Source: an optimization exercise on an open RTL-to-GDS flow (aim: small area, a short achievable clock period and few clock cycles). Production flows keep margins and buffers that such runs may drop. The RTL was checked by simulation tests, not by an equivalence proof against the original design. No activity file was given, so power comes from the tool's default toggle rates.

==> module mp_read, before the edit <==
module mp_read (
    input  wire [2559:0] mv,
    input  wire [8:0]    pa,
    input  wire          busy,
    input  wire [8:0]    pb,
    input  wire [8:0]    sb,
    input  wire          frm_valid,
    input  wire [7:0]    f_len,
    input  wire          f_sig,
    input  wire [8:0]    rd_addr,
    output wire [63:0]   win_rd,
    output wire [7:0]    rd_data
);
    localparam IN_CAP = 320;
    function [5:0] add6;
        input [5:0] x;
        input [5:0] y;
        reg   [5:0] g, t, cy;
        integer i, k;
        begin
            g = x & y;
            t = x ^ y;
            for (i = 0; i < 6; i = i + 1) begin
                cy[i] = 1'b0;
                for (k = 0; k < i; k = k + 1)
                    cy[i] = cy[i] | (g[k] & ((t >> (k + 1)) & ((6'd1 << (i - k - 1)) - 6'd1)) == ((6'd1 << (i - k - 1)) - 6'd1));
            end
            add6 = t ^ cy;
        end
    endfunction
    wire [511:0] bankv [0:7];
    genvar gb, gr;
    generate
        for (gb = 0; gb < 8; gb = gb + 1) begin : g_bank
            for (gr = 0; gr < 64; gr = gr + 1) begin : g_row
                if (gr < IN_CAP / 8)
                    assign bankv[gb][8*gr +: 8] = mv[8*(8*gr+gb) +: 8];
                else
                    assign bankv[gb][8*gr +: 8] = 8'h00;
            end
        end
    endgenerate
    wire        rd_pay   = !rd_addr[8] && frm_valid && (rd_addr[7:0] < f_len);
    wire        rd_sig   = rd_addr[8] && (rd_addr[7:0] < 8'd13) && frm_valid && f_sig;
    wire        rd_en    = rd_pay || rd_sig;
    wire [5:0]  pb_q1    = pb[8:3] + 6'd1;
    wire [5:0]  sb_q1    = sb[8:3] + 6'd1;
    wire [5:0]  sb_q2    = sb[8:3] + 6'd2;
    wire [5:0]  rp0      = add6(pb[8:3], {1'b0, rd_addr[7:3]});
    wire [5:0]  rp1      = add6(pb_q1,   {1'b0, rd_addr[7:3]});
    wire [5:0]  rs0      = rd_addr[3] ? sb_q1 : sb[8:3];
    wire [5:0]  rs1      = rd_addr[3] ? sb_q2 : sb_q1;
    wire [5:0]  pa_r1    = pa[8:3] + 6'd1;
    wire [63:0] bank_out;
    genvar gk;
    generate
        for (gk = 0; gk < 8; gk = gk + 1) begin : g_rd
            wire [5:0] kw  = (gk >= pa[2:0]) ? pa[8:3] : pa_r1;
            wire [5:0] kp  = (gk >= pb[2:0]) ? rp0 : rp1;
            wire [5:0] ks  = (gk >= sb[2:0]) ? rs0 : rs1;
            wire [5:0] row = busy ? kw : rd_addr[8] ? ks : kp;
            wire [2:0] tp  = gk - pb[2:0];
            wire [2:0] ts  = gk - sb[2:0];
            wire       en  = busy || (rd_en && rd_addr[2:0] == (rd_addr[8] ? ts : tp));
            wire [39:0] sel;
            genvar gs;
            for (gs = 0; gs < IN_CAP / 8; gs = gs + 1) begin : g_sel
                assign sel[gs] = en && (row == gs);
            end
            mp_andor u_ao (.d(bankv[gk][319:0]), .sel(sel), .o(bank_out[8*gk +: 8]));
        end
    endgenerate
    wire [127:0] bank_out2 = {bank_out, bank_out};
    assign win_rd = bank_out2[8*pa[2:0] +: 64];    
    reg  [7:0]   rd_or;
    integer      q;
    always @(*) begin
        rd_or = 8'h00;
        for (q = 0; q < 8; q = q + 1)
            rd_or = rd_or | bank_out[8*q +: 8];
    end
    assign rd_data = rd_or;
endmodule
==> flow/config.mk <==
export PLATFORM = sky130hd
export DESIGN_NAME = mav_parser
export DESIGN_NICKNAME = mav_parser
export VERILOG_FILES = /design/flow/design.v
export SDC_FILE = /design/flow/constraint.sdc
export NUM_CORES = 4
export LEC_CHECK = 0
export CAP_MARGIN = 20
export CELL_PAD_IN_SITES_DETAIL_PLACEMENT = 1
export CELL_PAD_IN_SITES_GLOBAL_PLACEMENT = 1
export CORE_MARGIN = 2
export CORE_UTILIZATION = 45
export CTS_BUF_LIST = sky130_fd_sc_hd__clkbuf_8
export PLACE_DENSITY = 0.55
export SETUP_SLACK_MARGIN = 5
export SLEW_MARGIN = 20
export SYNTH_HIERARCHICAL = 1
export SYNTH_MINIMUM_KEEP_SIZE = 0
export TNS_END_PERCENT = 5
==> flow/constraint.sdc <==
create_clock -name core_clock -period 14.0 [get_ports {clk}]
set_input_delay 2.8000 -clock core_clock [delete_from_list [all_inputs] [get_ports {clk}]]
set_output_delay 2.8000 -clock core_clock [all_outputs]
set_load 0.01 [all_outputs]
run.sh (not shown) runs the stock make flow with config.mk's settings and CLKGATE_MAP_FILE= SYNTH_SCRIPT=/design/flow/synth_recipe.tcl, a recipe that flattens the netlist after the stock synthesis.
The starting point passed the timing, design-rule and antenna checks.
Testbench counts at the start, summed over its fixed seeds: cycles 121,130.
Rerun with:
--- a/flow/design.v
+++ b/flow/design.v
@@ -403,50 +403,41 @@
                     assign bankv[gb][8*gr +: 8] = 8'h00;
             end
         end
     endgenerate
     wire        rd_pay   = !rd_addr[8] && frm_valid && (rd_addr[7:0] < f_len);
     wire        rd_sig   = rd_addr[8] && (rd_addr[7:0] < 8'd13) && frm_valid && f_sig;
-    wire        rd_en    = rd_pay || rd_sig;
     wire [5:0]  pb_q1    = pb[8:3] + 6'd1;
     wire [5:0]  sb_q1    = sb[8:3] + 6'd1;
     wire [5:0]  sb_q2    = sb[8:3] + 6'd2;
     wire [5:0]  rp0      = add6(pb[8:3], {1'b0, rd_addr[7:3]});
     wire [5:0]  rp1      = add6(pb_q1,   {1'b0, rd_addr[7:3]});
     wire [5:0]  rs0      = rd_addr[3] ? sb_q1 : sb[8:3];
     wire [5:0]  rs1      = rd_addr[3] ? sb_q2 : sb_q1;
+    wire [2:0]  rd_sel   = rd_addr[8] ? sb[2:0] + rd_addr[2:0] : pb[2:0] + rd_addr[2:0];
     wire [5:0]  pa_r1    = pa[8:3] + 6'd1;
     wire [63:0] bank_out;
     genvar gk;
     generate
         for (gk = 0; gk < 8; gk = gk + 1) begin : g_rd
             wire [5:0] kw  = (gk >= pa[2:0]) ? pa[8:3] : pa_r1;
             wire [5:0] kp  = (gk >= pb[2:0]) ? rp0 : rp1;
             wire [5:0] ks  = (gk >= sb[2:0]) ? rs0 : rs1;
             wire [5:0] row = busy ? kw : rd_addr[8] ? ks : kp;
-            wire [2:0] tp  = gk - pb[2:0];
-            wire [2:0] ts  = gk - sb[2:0];
-            wire       en  = busy || (rd_en && rd_addr[2:0] == (rd_addr[8] ? ts : tp));
             wire [39:0] sel;
             genvar gs;
             for (gs = 0; gs < IN_CAP / 8; gs = gs + 1) begin : g_sel
-                assign sel[gs] = en && (row == gs);
+                assign sel[gs] = (row == gs);
             end
             mp_andor u_ao (.d(bankv[gk][319:0]), .sel(sel), .o(bank_out[8*gk +: 8]));
         end
     endgenerate
     wire [127:0] bank_out2 = {bank_out, bank_out};
     assign win_rd = bank_out2[8*pa[2:0] +: 64];    
-    reg  [7:0]   rd_or;
-    integer      q;
-    always @(*) begin
-        rd_or = 8'h00;
-        for (q = 0; q < 8; q = q + 1)
-            rd_or = rd_or | bank_out[8*q +: 8];
-    end
-    assign rd_data = rd_or;
+    wire [7:0]   rd_byte   = bank_out[8*rd_sel +: 8];
+    assign rd_data = (rd_pay || rd_sig) ? rd_byte : 8'h00;
 endmodule
 module mp_crc (
     input  wire        first,
     input  wire [15:0] crc,
     input  wire [63:0] d,
     output wire [15:0] c_next,
Effect:
- final cell count grows slightly
- utilization hardly moves
- maximum frequency shrinks by a few percent
- setup slack gets worse by 0.54 ns
- register-to-register slack gets worse by 0.07 ns
- hold slack gets worse by 0.0052 ns
- sequential power hardly moves
- synthesized area is about the same
Testbench counts after the change, summed over its fixed seeds: cycles 121,130.

==> what the ideal ports hide <==
Ports are ideal in the flow. The routed layouts listed here were re-timed in OpenROAD. Step 1 (the two cells are an assumption about what drives the block):
set clk [get_ports {clk}]
set_driving_cell -lib_cell sky130_fd_sc_hd__clkbuf_16 $clk
set_driving_cell -lib_cell sky130_fd_sc_hd__buf_2 [delete_from_list [all_inputs] $clk]
Step 2 also shifts input and output timing later by t, the mid clock arrival at the registers, as if the neighbouring blocks saw the same clock. Slacks: no drivers / after step 1 / after step 2; pairs: no drivers / after step 1.
run | t, ns | setup slack, ns | hold slack, ns | latest minus earliest clock arrival (ns)
the first run | 1.249 | 3.650 / 3.567 / 2.756 | 0.460 / 0.460 / 0.460 | 0.152 / 0.152
the second run | 1.260 | 3.112 / 2.926 / 2.505 | 0.455 / 0.455 / 0.455 | 0.115 / 0.115
After both steps setup and hold are still met in every run listed. For the first run, which loses most, drivers alone change the setup slack by -0.083 ns; drivers and shift together by -0.894 ns.
